Context: an optimization exercise on an open-source flow, tuned for small area, a short achievable clock period and few clock cycles per item. The choices shown serve that exercise and are no tape-out recipe.
Where RTL was checked, it was by simulation tests only, not by an equivalence proof against the original.
For run 2, only the layout was checked, not whether the RTL still works.

--- flow/config.mk ---
export PLATFORM = sky130hd
export DESIGN_NAME = cau_chacha_core
export DESIGN_NICKNAME = cau_chacha_core
export VERILOG_FILES = /design/flow/design.v
export SDC_FILE = /design/flow/constraint.sdc
export NUM_CORES = 4
export LEC_CHECK = 0
export CAP_MARGIN = 20
export CORE_MARGIN = 2
export CORE_UTILIZATION = 40
export PLACE_DENSITY = 0.6
export SLEW_MARGIN = 20
--- flow/constraint.sdc ---
create_clock -name core_clock -period 20.0 [get_ports {clk}]
set_input_delay 4.0000 -clock core_clock [delete_from_list [all_inputs] [get_ports {clk}]]
set_output_delay 4.0000 -clock core_clock [all_outputs]
set_load 0.01 [all_outputs]
--- flow/design.v ---
module cau_qr (
    input  wire [31:0] a_i,
    input  wire [31:0] b_i,
    input  wire [31:0] c_i,
    input  wire [31:0] d_i,
    output wire [31:0] a_o,
    output wire [31:0] b_o,
    output wire [31:0] c_o,
    output wire [31:0] d_o
);
    wire [31:0] a1 = a_i + b_i;
    wire [31:0] d1x = d_i ^ a1;
    wire [31:0] d1 = {d1x[15:0], d1x[31:16]};
    wire [31:0] c1 = c_i + d1;
    wire [31:0] b1x = b_i ^ c1;
    wire [31:0] b1 = {b1x[19:0], b1x[31:20]};
    wire [31:0] a2 = a1 + b1;
    wire [31:0] d2x = d1 ^ a2;
    wire [31:0] d2 = {d2x[23:0], d2x[31:24]};
    wire [31:0] c2 = c1 + d2;
    wire [31:0] b2x = b1 ^ c2;
    wire [31:0] b2 = {b2x[24:0], b2x[31:25]};
    assign a_o = a2;
    assign b_o = b2;
    assign c_o = c2;
    assign d_o = d2;
endmodule
module cau_chacha_core (
    input  wire         clk,
    input  wire         rst,
    input  wire         start,
    output wire         ready,
    input  wire [255:0] key,
    input  wire [95:0]  nonce,
    input  wire [31:0]  counter,
    output reg          done,
    output reg  [511:0] block
);
    localparam [31:0] C0 = 32'h61707865;
    localparam [31:0] C1 = 32'h3320646e;
    localparam [31:0] C2 = 32'h79622d32;
    localparam [31:0] C3 = 32'h6b206574;
    reg         busy;
    reg [4:0]   round;
    reg [31:0]  x [0:15];      
    reg [255:0] key_q;         
    reg [95:0]  nonce_q;
    reg [31:0]  counter_q;
    assign ready = !busy;
    wire accept = start && ready;
    function [31:0] be32(input [31:0] v);
        be32 = {v[7:0], v[15:8], v[23:16], v[31:24]};
    endfunction
    wire [31:0] s0 [0:15];
    assign s0[0]  = C0;
    assign s0[1]  = C1;
    assign s0[2]  = C2;
    assign s0[3]  = C3;
    genvar g;
    generate
        for (g = 0; g < 8; g = g + 1) begin : g_key
            assign s0[4+g] = key_q[32*g +: 32];
        end
        for (g = 0; g < 3; g = g + 1) begin : g_nonce
            assign s0[13+g] = be32(nonce_q[32*g +: 32]);
        end
    endgenerate
    assign s0[12] = counter_q;
    wire diag = round[0];
    wire [31:0] qa [0:3];
    wire [31:0] qb [0:3];
    wire [31:0] qc [0:3];
    wire [31:0] qd [0:3];
    wire [31:0] ra [0:3];
    wire [31:0] rb [0:3];
    wire [31:0] rc [0:3];
    wire [31:0] rd [0:3];
    generate
        for (g = 0; g < 4; g = g + 1) begin : g_qr
            assign qa[g] = x[g];
            assign qb[g] = diag ? x[4 + ((g + 1) % 4)]  : x[4 + g];
            assign qc[g] = diag ? x[8 + ((g + 2) % 4)]  : x[8 + g];
            assign qd[g] = diag ? x[12 + ((g + 3) % 4)] : x[12 + g];
            cau_qr u_qr (
                .a_i(qa[g]), .b_i(qb[g]), .c_i(qc[g]), .d_i(qd[g]),
                .a_o(ra[g]), .b_o(rb[g]), .c_o(rc[g]), .d_o(rd[g])
            );
        end
    endgenerate
    wire [31:0] nx [0:15];
    generate
        for (g = 0; g < 4; g = g + 1) begin : g_back
            assign nx[g]      = ra[g];
            assign nx[4 + g]  = diag ? rb[(g + 3) % 4] : rb[g];
            assign nx[8 + g]  = diag ? rc[(g + 2) % 4] : rc[g];
            assign nx[12 + g] = diag ? rd[(g + 1) % 4] : rd[g];
        end
    endgenerate
    integer i;
    always @(posedge clk) begin
        if (rst) begin
            busy  <= 1'b0;
            done  <= 1'b0;
            round <= 5'd0;
        end else begin
            done <= 1'b0;
            if (accept) begin
                busy  <= 1'b1;
                round <= 5'd0;
            end else if (busy) begin
                if (round == 5'd19) begin
                    busy <= 1'b0;
                    done <= 1'b1;
                end
                round <= round + 5'd1;
            end
        end
    end
    always @(posedge clk) begin
        if (accept) begin
            key_q     <= key;
            nonce_q   <= nonce;
            counter_q <= counter;
            x[0]  <= C0;
            x[1]  <= C1;
            x[2]  <= C2;
            x[3]  <= C3;
            for (i = 0; i < 8; i = i + 1)
                x[4+i] <= key[32*i +: 32];
            x[12] <= counter;
            for (i = 0; i < 3; i = i + 1)
                x[13+i] <= be32(nonce[32*i +: 32]);
        end else if (busy) begin
            for (i = 0; i < 16; i = i + 1)
                x[i] <= nx[i];
        end
    end
    always @(posedge clk) begin
        if (busy && round == 5'd19) begin
            for (i = 0; i < 16; i = i + 1)
                block[32*i +: 32] <= nx[i] + s0[i];
        end
    end
endmodule
--- flow/run.sh ---
#!/bin/bash
# synth_recipe.tcl (not shown) runs the flow's synth.tcl, then flattens the netlist and writes it again
# the make line also repeats each setting of config.mk as NAME=value (left out here)
make -C /OpenROAD-flow-scripts/flow DESIGN_CONFIG=/design/flow/config.mk WORK_HOME=/design/flow/orfs CLKGATE_MAP_FILE= SYNTH_SCRIPT=/design/flow/synth_recipe.tcl finish
==> results.sh, run 1 <==
export IMPL_critical_path_max_fanout=20
export IMPL_rows=187
export IMPL_synth_nets=11688
export IMPL_seq_area_frac_synth_pct=39.5
export IMPL_track_usage_pct=43.5
export IMPL_overflow=0
export IMPL_pre_cts_ws_ns=0.130
export IMPL_dp_hpwl_um=511000
export IMPL_grt_max_degree=150
export IMPL_synth_edf_count=1280
export IMPL_die_area_mm2=0.264
export IMPL_ys_types=115
export IMPL_critPathSlowestCell="xnor2_1"
export IMPL_nFillCells=23542
export IMPL_endpoint_kind="register"
export IMPL_critPathLaunchType="register"
export IMPL_pin_count=901
export IMPL_design_area_mm2=0.131
export IMPL_root_buffer="clkbuf_16"
export IMPL_first_global_vias=89764
export IMPL_vias_per_cell=6.02
export IMPL_die_w_um=514
export IMPL_dr_pass1_iters=6
export IMPL_critical_path_class="reg -> reg"
export IMPL_io_buffers=900
export IMPL_holdPathEnd="x[2][9]$_SDFFE_PP0P_"
export IMPL_avgSynthCellArea_um2=9.99
export IMPL_antenna_left=0
export IMPL_fin_crit_sh_pct=95.2
export IMPL_clk_latency_ns=0.89
export IMPL_max_slew_margin_pct=9.75
export IMPL_worstPathRequired_ns=20.61
export IMPL_synth_warnings=3
export IMPL_clock_path_buffers=4
export IMPL_synth_top_cells_by_area="edfxtp_1 (37%), ha_1 (10%), xnor2_1 (7.9%)"
export IMPL_fin_crit_ns=19.04
export IMPL_max_cap_viol_count=0
export IMPL_cts_tree="done"
export IMPL_arrival_ns=19.66
export IMPL_rr_startpoint="round[0]$_SDFFE_PP0P_"
export IMPL_yosys_most_used_dff="edfxtp_1"
export IMPL_die_h_um=514
export IMPL_clk_pin_slew_ns=0.06
export IMPL_clock_skew_final_ns=0.0723
export IMPL_hold_path_class="reg -> reg"
export IMPL_fin_hold_ws_ns=0.469
export IMPL_syn_instance_count=10411
export IMPL_worstHoldPathCells=2
export IMPL_grt_pass1_wl_um=774000
export IMPL_drive_gt1_share_pct=15.3
export IMPL_hold_start="x[2][9]$_SDFFE_PP0P_"
export IMPL_max_stage_delay_ns=0.52
export IMPL_hold_viol_final=0
export IMPL_r2r_cells=87
export IMPL_vias=95159
export IMPL_synth_top_area_share_pct=36.9
export IMPL_async_flop_share_pct=0
export IMPL_cts_sinks=1415
export IMPL_post_drt_wl_per_cell_um=37.7
export IMPL_routabilityCongestion=1.10
export IMPL_drc=0
export IMPL_wirelength_um=596000
export IMPL_core_area_mm2=0.259
export IMPL_ys_ff_latch=1415
export IMPL_finalSetupViolCount=0
export IMPL_placed_area_mm2=0.124
export IMPL_num_nets_final=13499
export IMPL_syn_area_mm2=0.104
export IMPL_clock_fmax_mhz=52.5
export IMPL_rrSetupSlack_ns=0.96
export IMPL_layout_setup_ws_ns=0.957
export IMPL_worstReg2RegEnd="block[189]$_DFFE_PP_"
export IMPL_ctsHtreeMaxLevel=4
export IMPL_worstMarginPinSlew_ns=1.35
export IMPL_outcome="timing/DRC/antenna clean"
export IMPL_drv_slew=0
export IMPL_antenna_found_initial=68
export IMPL_area_delta_synth_final_pct=25.5
export IMPL_start_util_pct=40.2
export IMPL_cts_made_buffers=169
export IMPL_drtIter0Drc=12285
export IMPL_synth_largest_area_cell="edfxtp_1"
==> timing repair <==
| action | in CTS | in global routing |
|---|---|---|
| resized for setup | 1 | 45 |
| gates cloned | 0 | 1 |
| hold buffers | 0 | 0 |
| pin swaps | 0 | 8 |
| endpoints found under the setup margin | 1 | 52 |
| buffers inserted | 0 | 15 |
==> critical path, delay by kind of cell, from the launching register on <==
kind,cells,cell delay [ns]
multiplexers,1,0.51
buffers and inverters,13,2.33
adder cells (fa/ha/maj),6,1.90
flip-flops,1,0.47
XOR/XNOR,9,2.54
AND/OR/NAND/NOR,11,1.74
AO/OA/AOI/OAI,47,9.24
==> how the worst max path moves through the flow <==
| stage | startpoint | end | slack, ns | depth (start not counted) |
|---|---|---|---|---|
| floorplan | round[0]$_SDFFE_PP0P_ | block[158]$_DFFE_PP_ | 0.95 | 92 |
| global placement | round[0]$_SDFFE_PP0P_ | block[186]$_DFFE_PP_ | 0.15 | 90 |
| detailed placement | round[0]$_SDFFE_PP0P_ | block[186]$_DFFE_PP_ | 0.13 | 89 |
| CTS | round[0]$_SDFFE_PP0P_ | block[188]$_DFFE_PP_ | 0.08 | 89 |
| global route | round[0]$_SDFFE_PP0P_ | block[158]$_DFFE_PP_ | -0.05 | 86 |
| finish | round[0]$_SDFFE_PP0P_ | block[189]$_DFFE_PP_ | 0.96 | 87 |
==> synthesized netlist by cell type, drive strengths merged, types with 57 or more instances <==
cell,number
a21oi,685
o21a,110
nand3,159
buf,72
inv,453
a22o,57
nor3,184
xor2,473
and3,72
a21o,253
clkbuf,179
a211oi,80
dfxtp,135
nor2b,95
o21ai,435
o21bai,113
nand2,913
nand2b,93
or3,71
a31oi,84
xnor2,948
and2,65
mux2,418
nor2,1182
mux2i,251
ha,862
edfxtp,1280
==> cell type report <==
class / count / area (um^2) / share of cell area, %
multi-input combinational: 8289 / 61100 / 46.8
sequential: 1415 / 41100 / 31.5
timing repair buffer: 1891 / 16600 / 12.7
clock buffer: 197 / 4380 / 3.35
tap: 3402 / 4260 / 3.26
inverter: 456 / 1740 / 1.34
clock inverter: 110 / 1260 / 0.967
antenna: 43 / 108 / 0.0824
==> logic make-up (layout without fill, tap and decap cells) <==
kind of cell	Yosys count	after routing	share of synthesized area [%]
adder cells (fa/ha/maj)	895	895	11.0
XOR/XNOR	1461	1461	12.9
AND/OR/NAND/NOR	3006	3006	12.8
other	0	43	0
AO/OA/AOI/OAI	2258	2258	14.3
multiplexers	669	669	6.94
flip-flops	1415	1415	39.5
buffers and inverters	707	2654	2.57
==> stage by stage <==
stage | setup TNS [ns] | std cells | util [%]
floorplan | 0 | 10411 | -
global placement | 0 | 15433 | 47.9
detailed placement | 0 | 15437 | 48.0
CTS | 0 | 15744 | 50.2
global route | -0.0747 | 15780 | 50.4
finish | 0 | 15803 | 50.4
==> metal layers <==
metal / vias to the layer above / wire, um / track usage [%]
met4: 30 / 57900 / 35.1
met3: 1431 / 54200 / 9.55
met2: 5622 / 260000 / 67.1
met1: 46711 / 224000 / 52.3
li1: 41365 / - / -
met5: - / 208 / 0
==> flip-flops by register name (all words and copies together) (netlist names) <==
| signal | flops |
|---|---|
| block | 512 |
| busy | 1 |
| counter_q | 32 |
| done | 1 |
| key_q | 256 |
| nonce_q | 96 |
| round | 5 |
| x | 512 |
==> placed cells by master (no fill, tap or decap), types with 30 or more instances in the layout <==
master	netlist	layout
a211oi_1	74	72
a21boi_0	55	53
a21o_1	253	253
a21oi_1	680	679
a22o_1	57	57
a31oi_1	81	78
and2_1	62	62
and3_1	72	72
buf_4	0	977
clkbuf_16	0	171
clkdlybuf4s50_1	0	900
clkinv_1	2	33
dfxtp_1	135	133
diode_2	0	43
edfxtp_1	1280	1280
ha_1	862	862
inv_1	452	450
mux2_2	417	415
mux2i_1	251	231
nand2_1	913	912
nand2b_1	93	93
nand3_1	159	159
nand4_1	49	49
nor2_1	1182	1181
nor2b_1	95	95
nor3_1	182	180
o211ai_1	40	40
o21a_1	110	110
o21ai_0	418	412
o21bai_1	112	112
o22a_1	36	36
o31ai_1	44	43
or2_2	30	30
or3_1	71	71
xnor2_1	944	889
xnor2_2	3	53
xnor3_1	36	36
xor2_1	471	457
Testbench counts, summed over its fixed seeds: cycles 16,136, blocks 768.
==> run 2: changes to the inputs <==
==> flow/design.v (replaced) <==
module cau_qr (
    input  wire [31:0] a_i,
    input  wire [31:0] b_i,
    input  wire [31:0] c_i,
    input  wire [31:0] d_i,
    output wire [31:0] a_o,
    output wire [31:0] b_o,
    output wire [31:0] c_o,
    output wire [31:0] d_o
);
    wire [31:0] a1 = a_i + b_i;
    wire [31:0] d1x = d_i ^ a1;
    wire [31:0] d1 = {d1x[15:0], d1x[31:16]};
    wire [31:0] c1 = c_i + d1;
    wire [31:0] b1x = b_i ^ c1;
    wire [31:0] b1 = {b1x[19:0], b1x[31:20]};
    wire [31:0] a2 = a1 + b1;
    wire [31:0] d2x = d1 ^ a2;
    wire [31:0] d2 = {d2x[23:0], d2x[31:24]};
    wire [31:0] c2 = c1 + d2;
    wire [31:0] b2x = b1 ^ c2;
    wire [31:0] b2 = {b2x[24:0], b2x[31:25]};
    assign a_o = a2;
    assign b_o = b2;
    assign c_o = c2;
    assign d_o = d2;
endmodule
module cau_chacha_core (
    input  wire         clk,
    input  wire         rst,
    input  wire         start,
    output wire         ready,
    input  wire [255:0] key,
    input  wire [95:0]  nonce,
    input  wire [31:0]  counter,
    output reg          done,
    output wire [511:0] block
);
    localparam [127:0] CONST = {32'h6b206574, 32'h79622d32, 32'h3320646e, 32'h61707865};
    reg         run;           
    reg [4:0]   rnd;           
    reg [511:0] x;             
    reg [255:0] key_q;         
    reg [95:0]  nonce_q;
    reg [31:0]  counter_q;
    assign ready = !run;
    function [31:0] be32(input [31:0] v);
        be32 = {v[7:0], v[15:8], v[23:16], v[31:24]};
    endfunction
    function [95:0] be96(input [95:0] v);
        be96 = {be32(v[95:64]), be32(v[63:32]), be32(v[31:0])};
    endfunction
    wire [511:0] s_in = {be96(nonce), counter, key, CONST};
    wire [511:0] s_q  = {be96(nonce_q), counter_q, key_q, CONST};
    wire [511:0] o;
    genvar g;
    generate
        for (g = 0; g < 4; g = g + 1) begin : g_qr
            cau_qr u_qr (
                .a_i(x[32*g +: 32]),      .b_i(x[32*(4+g) +: 32]),
                .c_i(x[32*(8+g) +: 32]),  .d_i(x[32*(12+g) +: 32]),
                .a_o(o[32*g +: 32]),      .b_o(o[32*(4+g) +: 32]),
                .c_o(o[32*(8+g) +: 32]),  .d_o(o[32*(12+g) +: 32])
            );
        end
    endgenerate
    wire [511:0] nx;
    generate
        for (g = 0; g < 4; g = g + 1) begin : g_wb
            assign nx[32*g +: 32]      = o[32*g +: 32];
            assign nx[32*(8+g) +: 32]  = o[32*(8 + (g+2)%4) +: 32];
            assign nx[32*(4+g) +: 32]  = rnd[0] ? o[32*(4 + (g+3)%4) +: 32]
                                                : o[32*(4 + (g+1)%4) +: 32];
            assign nx[32*(12+g) +: 32] = rnd[0] ? o[32*(12 + (g+1)%4) +: 32]
                                                : o[32*(12 + (g+3)%4) +: 32];
        end
    endgenerate
    always @(posedge clk) begin
        if (rst) begin
            run  <= 1'b0;
            done <= 1'b0;
        end else begin
            done <= 1'b0;
            if (!run) begin
                if (start) begin
                    run <= 1'b1;
                    rnd <= 5'd0;
                end
            end else begin
                rnd <= rnd + 5'd1;
                if (rnd == 5'd19) begin
                    run  <= 1'b0;
                    done <= 1'b1;
                end
            end
        end
    end
    always @(posedge clk) begin
        if (!run) begin
            x         <= s_in;
            key_q     <= key;
            nonce_q   <= nonce;
            counter_q <= counter;
        end else begin
            x <= nx;
        end
    end
    generate
        for (g = 0; g < 16; g = g + 1) begin : g_ff
            assign block[32*g +: 32] = x[32*g +: 32] + s_q[32*g +: 32];
        end
    endgenerate
endmodule
==> results.sh, run 2 <==
export IMPL_track_usage_pct=48.7
export IMPL_die_area_mm2=0.197
export IMPL_num_nets_final=10944
export IMPL_cts_made_buffers=109
export IMPL_ys_ff_latch=903
export IMPL_critical_path_class="reg -> reg"
export IMPL_syn_area_mm2=0.0775
export IMPL_hold_path_class="reg -> reg"
export IMPL_post_drt_wl_per_cell_um=40.6
export IMPL_synth_edf_count=389
export IMPL_synth_nets=10009
export IMPL_overflow=0
export IMPL_clk_pin_slew_ns=0.07
export IMPL_largest_reg_flops=512
export IMPL_layout_common_cells="clkdlybuf4s50_1 (900), ha_1 (881), a21oi_1 (810)"
export IMPL_cp_startpoint="x[0]$_SDFF_PN1_"
export IMPL_hold_viol_final=0
export IMPL_failed_checks="antenna violations"
export IMPL_layout_commonest_cell="clkdlybuf4s50_1"
export IMPL_synth_largest_area_cell="edfxtp_1"
export IMPL_antenna_left=1
export IMPL_finish_utilization_pct=49.0
export IMPL_fin_crit_sh_pct=85.6
export IMPL_max_stage_delay_ns=0.95
export IMPL_cp_num_buf_inv=2
export IMPL_arrival_ns=17.64
export IMPL_setup_tns_ns=0
export IMPL_finalSetupViolCount=0
export IMPL_wirelength_um=501000
export IMPL_yosys_most_used_dff="dfxtp_1"
export IMPL_drtIter0Drc=10702
export IMPL_cpLargestDelayFamily="compound AO/OA/AOI/OAI gates"
export IMPL_yosysMostFrequentCell="ha_1"
export IMPL_dp_hpwl_um=429000
export IMPL_vias=80031
export IMPL_cts_hold_buf=0
export IMPL_clock_fmax_mhz=58.4
export IMPL_cts_sinks=903
export IMPL_first_global_vias=73785
export IMPL_endpoint_kind="register"
export IMPL_io_buffers=900
export IMPL_dr_pass1_iters=6
export IMPL_rr_startpoint="x[0]$_SDFF_PN1_"
export IMPL_synthTopCellsByCount="ha_1 (881), a21oi_1 (817), xnor2_1 (745)"
export IMPL_top_regs="x (512), key_q (256), nonce_q (96)"
export IMPL_async_flop_share_pct=0
export IMPL_grt_pass1_wl_um=648000
export IMPL_synth_warnings=1
export IMPL_clock_path_buffers=3
export IMPL_rows=161
export IMPL_rsz0062_at_grt="false"
export IMPL_critPathSlowestCell="o31ai_1"
export IMPL_area_delta_synth_final_pct=21.7
export IMPL_hold_start="run$_SDFF_PP0_"
export IMPL_clock_skew_final_ns=0.0552
export IMPL_pin_count=901
export IMPL_max_slew_margin_pct=6.57
export IMPL_top_register="x"
export IMPL_clk_latency_ns=0.85
export IMPL_post_cts_buffers=0
export IMPL_worstPathRequired_ns=20.51
export IMPL_fin_crit_ns=17.13
export IMPL_worstMarginPinSlew_ns=1.39
export IMPL_cts_resized=0
export IMPL_grt_max_degree=142
export IMPL_cts_tree="done"
export IMPL_drv_slew=0
export IMPL_drive_gt1_share_pct=5.91
export IMPL_drc=0
export IMPL_die_h_um=444
export IMPL_max_cap_viol_count=0
export IMPL_seq_area_frac_synth_pct=28.3
export IMPL_fin_hold_ws_ns=0.615
export IMPL_avgSynthCellArea_um2=8.90
export IMPL_ys_types=98
export IMPL_critPathLaunchType="register"
export IMPL_antenna_found_initial=126
export IMPL_root_buffer="clkbuf_16"
export IMPL_routabilityCongestion=1.18
export IMPL_ctsHtreeMaxLevel=3
export IMPL_outcome="complete, but fails checks"
export IMPL_core_area_mm2=0.193
export IMPL_start_util_pct=40.2
export IMPL_synth_top_area_share_pct=15.1
export IMPL_vias_per_cell=6.48
export IMPL_nFillCells=18078
export IMPL_die_w_um=444
export IMPL_critical_path_max_fanout=5
export IMPL_syn_instance_count=8713
export IMPL_synth_top_cells_by_area="edfxtp_1 (15%), ha_1 (14%), dfxtp_1 (13%)"
==> run 2: cells by family after synthesis <==
| logic type | Yosys count | share of synthesized area, % |
|---|---|---|
| compound gates | 2576 | 21.7 |
| simple gates | 2228 | 13.7 |
| xor+xnor | 1406 | 16.6 |
| fa+ha+maj | 909 | 14.9 |
| flops | 903 | 28.3 |
| buf+inv | 548 | 2.68 |
| mux | 143 | 2.03 |
==> run 2: path summary, 6_finish.rpt <==
kind	end	slack (ns)	cells past startpoint
min	x[24]$_SDFF_PN1_	0.62	1
max	x[166]$_DFF_P_	2.87	46
min reg2reg	x[24]$_SDFF_PN1_	0.62	1
max reg2reg	x[166]$_DFF_P_	2.87	46
==> run 2: final cells by class <==
cell class | count | area, um^2 | share of cell area [%]
multi-input cells | 7262 | 53900 | 57.1
flip-flops and latches | 903 | 22000 | 23.3
repair buffers | 1012 | 9910 | 10.5
well taps | 2526 | 3160 | 3.35
clock buffers | 137 | 3070 | 3.26
inverters | 360 | 1360 | 1.44
clock inverters | 70 | 752 | 0.797
diodes | 77 | 193 | 0.204
==> run 2: worst reg2reg max path, delay by kind of cell (launching register included) <==
family	cells	cell delay (ns)
compound gates	25	7.31
xor+xnor	7	4.42
fa+ha+maj	5	1.89
buf+inv	2	0.22
flops	1	0.58
simple gates	7	2.37
==> run 2: stage by stage <==
stage               setup WS, ns  cell area [um^2]  cells
finish                      2.87             94300  12347
global route                2.90             94200  12294
CTS                         3.75             94100  12269
detailed placement          3.89             90200  12062
global placement            3.74             90100  12061
floorplan                   4.59             77500   8713
==> run 2: layer usage <==
layer	GRT usage [%]	wire, um	part of all wire, %	up-vias
met5	0	736	0.15	-
met4	48.1	59100	12	66
met3	13.7	53000	11	1877
met2	71.4	208000	42	5845
met1	56.3	180000	36	38637
li1	-	-	-	33606

what the ideal ports hide:
How much do the figures lean on ideal ports? The routed layouts below were timed once more, with nothing changed but the port constraints. Step 1 (the two cells are an assumption about what drives the block):
set clk [get_ports {clk}]
set_driving_cell -lib_cell sky130_fd_sc_hd__clkbuf_16 $clk
set_driving_cell -lib_cell sky130_fd_sc_hd__buf_2 [delete_from_list [all_inputs] $clk]
Step 2 times the ports against the registers' clock, not the clock port: input delays grow and output delays shrink by t, the midpoint of the rising clock arrivals with the driver on. Three values: no drivers, after step 1, after step 2; two values: the first two.
run	shift t [ns]	setup WS [ns]	pins driven straight from the clock port
run 1	0.957	0.957 / 0.957 / 0.957	1
run 2	0.927	2.871 / 2.871 / 2.871	1
